Background: an optimization exercise with open tools, aiming at small area and few clock cycles. Do not read the settings as production practice.
In this exercise RTL edits were held to simulation tests only and were not proved equivalent to the original.
Power and IR drop assume default switching activity.

// tic_rx
module tic_rx (
    input  wire        clk,
    input  wire        rst,
    input  wire        in_valid,
    input  wire [7:0]  in_data,
    output wire        in_ready,
    input  wire        chg_clr,
    output reg         ev_valid,
    output reg  [2:0]  ev_kind,
    output wire [4:0]  ev_field,
    output reg         ev_changed,
    output wire [31:0] ev_value,
    output wire [31:0] rec_easf01,
    output wire [31:0] rec_easf02,
    output wire [31:0] rec_irms1,
    output wire [31:0] rec_urms1,
    output wire [31:0] rec_pref,
    output wire [31:0] rec_sinsts,
    output wire [31:0] rec_ntarf,
    output wire [1:0]  rec_ltarf,
    output wire        peak,
    output wire [17:0] chg,
    output wire [31:0] unk_cnt
);
    localparam [7:0] SOF = 8'h02;
    localparam [7:0] SOG = 8'h0A;
    localparam [7:0] EOG = 8'h0D;
    localparam [2:0] EV_OVERFLOW = 3'd1;
    localparam [2:0] EV_SHORT    = 3'd2;
    localparam [2:0] EV_CKFAIL   = 3'd3;
    reg        in_grp;                  
    reg        sof_seen;
    reg  [5:0] cursor;                  
    reg  [5:0] sum;                     
  ...
Size: about 400 flip-flops, ~330 I/O pins, ~21000 um^2 of cells after synthesis.
clock: 20.0 ns
lec_check: 0
abc_area: 1
cap_margin: 20
core_margin: 2
core_utilization: 40
slew_margin: 20
standard.sh (not shown) runs the stock make flow with config.mk's settings and CLKGATE_MAP_FILE= SYNTH_SCRIPT=/design/flow/synth_recipe.tcl, a recipe that flattens the netlist after the stock synthesis.
==> flow/flow/run.sh <==
#!/bin/bash
# The standard layout (standard.sh), changed in three ways:
#  - synthesis maps the logic with a stronger ABC area script (flow/area.abc);
#    everything else in synthesis, the registers included, is the standard flow's own;
#  - the port buffers are the smallest buffer cell;
#  - the clock tree uses larger sink clusters and no dummy loads.
set -euo pipefail
here=$PWD
export FLOW_SYNTH_TCL=$here/synth_recipe.tcl
export TIC_ABC_SCRIPT=$here/flow/area.abc
export BUFFER_PORTS_ARGS="-buffer_cell sky130_fd_sc_hd__buf_1"
export CTS_ARGS="-sink_clustering_enable -repair_clock_nets -sink_clustering_size 26 -sink_clustering_max_diameter 120 -dont_use_dummy_load"
sed "s#SYNTH_SCRIPT=[^ ]*#SYNTH_SCRIPT=$here/flow/abc_synth.tcl#" standard.sh > flow_standard.sh
grep -q "SYNTH_SCRIPT=$here/flow/abc_synth.tcl" flow_standard.sh
bash flow_standard.sh > standard.log 2>&1
==> flow/flow/abc_synth.tcl <==
# The standard flow's synthesis script, with ABC's technology mapping run on the area script
# named by TIC_ABC_SCRIPT instead of ORFS's abc_area.script (combinational logic only).
proc abc {args} {
  set i [lsearch $args -script]
  if {$i >= 0} { lset args [expr {$i + 1}] $::env(TIC_ABC_SCRIPT) }
  yosys abc {*}$args
}
source $::env(FLOW_SYNTH_TCL)
==> flow/flow/area.abc <==
strash
&get -n
&fraig -x
&put
scorr
dc2
strash
dch -f
map -a
mfs2
strash
dch -f
map -a
mfs2
strash
dch -f
map -a
mfs2
strash
dch -f
map -a
mfs2
strash
dch -f
map -a
topo
stime -c
dnsize -c
The starting point completed with no timing, DRC or antenna violations.
Testbench counts at the start, summed over its fixed seeds: cycles 20,863.
Rerun with:
--- a/flow/design.v
+++ b/flow/design.v
@@ -322,34 +322,37 @@
     end
     assign add_b = t1_char ? {3'd0, x_in[31:2]} : ~old;
     wire [34:0] d_s = {{2{~add_co}}, add_s};
     wire [36:0] d_lo, d_hi;
     wire        d_loc, d_hic;
     tic_radd #(37) u_dlo (.a({d_s, 2'b00}), .b({4'd0, old}), .ci(1'b0), .s(d_lo), .co(d_loc));
     tic_radd #(37) u_dhi (.a({4'd0, old}), .b(~{d_s, 2'b00}), .ci(1'b1), .s(d_hi), .co(d_hic));
     wire        near_c = !d_lo[36] && !d_hi[36];
     reg         near;
+    reg         ge_r;         
     always @(posedge clk)
-        if (finish)
+        if (finish) begin
             near <= near_c;
+            ge_r <= x_ge_old;
+        end
     wire numeric  = (f >= 5'd5 && f <= 5'd10) || f == 5'd16;
     wire x_ge_old = !d_s[34];
     wire x_ne_old = d_s != 35'd0;
     reg ok;
     always @* begin
         case (f)
             5'd0:  ok = (t1_len == 4'd12) && t1_digits;
             5'd1:  ok = 1'b1;
             5'd2:  ok = t1_shape;
             5'd3:  ok = 1'b1;
             5'd4:  ok = lit_peak || lit_off;
             5'd5, 5'd6:
-                   ok = parse_ok && x_ge_old;
+                   ok = parse_ok && ge_r;
             5'd7:  ok = parse_ok && x != 32'd0;
             5'd8:  ok = parse_ok && x > 32'd150 && (rec_urms1 == 32'd0 || near);
             5'd9:  ok = parse_ok && x != 32'd0 && x != 32'd99;
             5'd10: ok = parse_ok && !est_big && near;
             5'd11, 5'd12, 5'd13, 5'd14:
                    ok = parse_ok && t2_shape;
             5'd15: ok = (t1_len == 4'd14) && t1_digits;
             default: ok = parse_ok && x != 32'd0;
         endcase
@@ -362,19 +365,19 @@
     always @* begin
         if (!known)
             res_kind = EV_UNKNOWN;
         else if (!ok)
             res_kind = EV_REJECT;
         else
             res_kind = EV_ACCEPT;
     end
     assign res_changed = known && ok && changed;
-    assign est_go = upd && changed && (f == 5'd7 || f == 5'd8);
+    assign est_go = upd && (f == 5'd7 || f == 5'd8);
     assign ev_field = (ev_kind == EV_REJECT || ev_kind == EV_ACCEPT) ? f : 5'd0;
     assign ev_value = (ev_kind != EV_ACCEPT || f <= 5'd3 || f == 5'd15) ? 32'd0 :
                       (f == 5'd4) ? {30'd0, lt_new} : x;
     reg [8:0] chg_r;          
     assign chg = {chg_r[8:7], 5'd0, chg_r[6:0], 4'd0};
     wire       set_ok   = upd && changed;
     wire [8:0] set_bits = {set_ok && peak_flip,
                            set_ok && f == 5'd16, set_ok && f == 5'd10, set_ok && f == 5'd9,
                            set_ok && f == 5'd8,  set_ok && f == 5'd7,  set_ok && f == 5'd6,
The new run finished clean; design area came out lower by 2.0%; power came out higher by about 0.7%; area after synthesis stays the same; maximum frequency stays flat; non-clock buffer count decreases by 32; hold slack is worse by 0.0061 ns; core utilization came out lower by 0.97 points; wire length hardly moves; clock power increases by about 4%.
Testbench counts after the change, summed over its fixed seeds: cycles 20,863.

-- re-timing with driven ports --
The results above use ideal ports. As a check the final layouts listed here were re-extracted and re-timed, cells and wires unchanged.
Step 1: set_driving_cell puts a clkbuf_16 on clk and a buf_2 on each other input, an assumption about the parent block.
Step 2 adds t to the input delays and takes it off the output delays; t is the mean of the earliest and latest rising clock arrival at the registers after step 1. Input paths then give back, and output paths get back, about the clock's delay inside the block.
Slacks: ideal ports / drivers / drivers and shift; pairs: ideal ports / drivers.
run	t, ns	setup slack, ns	worst hold slack (ns)	clock arrival spread, ns	cell pins on the clock port's net
the first run	0.589	0.659 / 0.698 / 0.109	0.457 / 0.457 / 0.457	0.043 / 0.043	1
the second run	0.605	0.661 / 0.700 / 0.095	0.451 / 0.451 / 0.451	0.070 / 0.070	1
After both steps setup and hold are still met in every run listed. For the second run, which loses most, drivers alone change the setup slack by +0.039 ns; drivers and shift together by -0.566 ns.
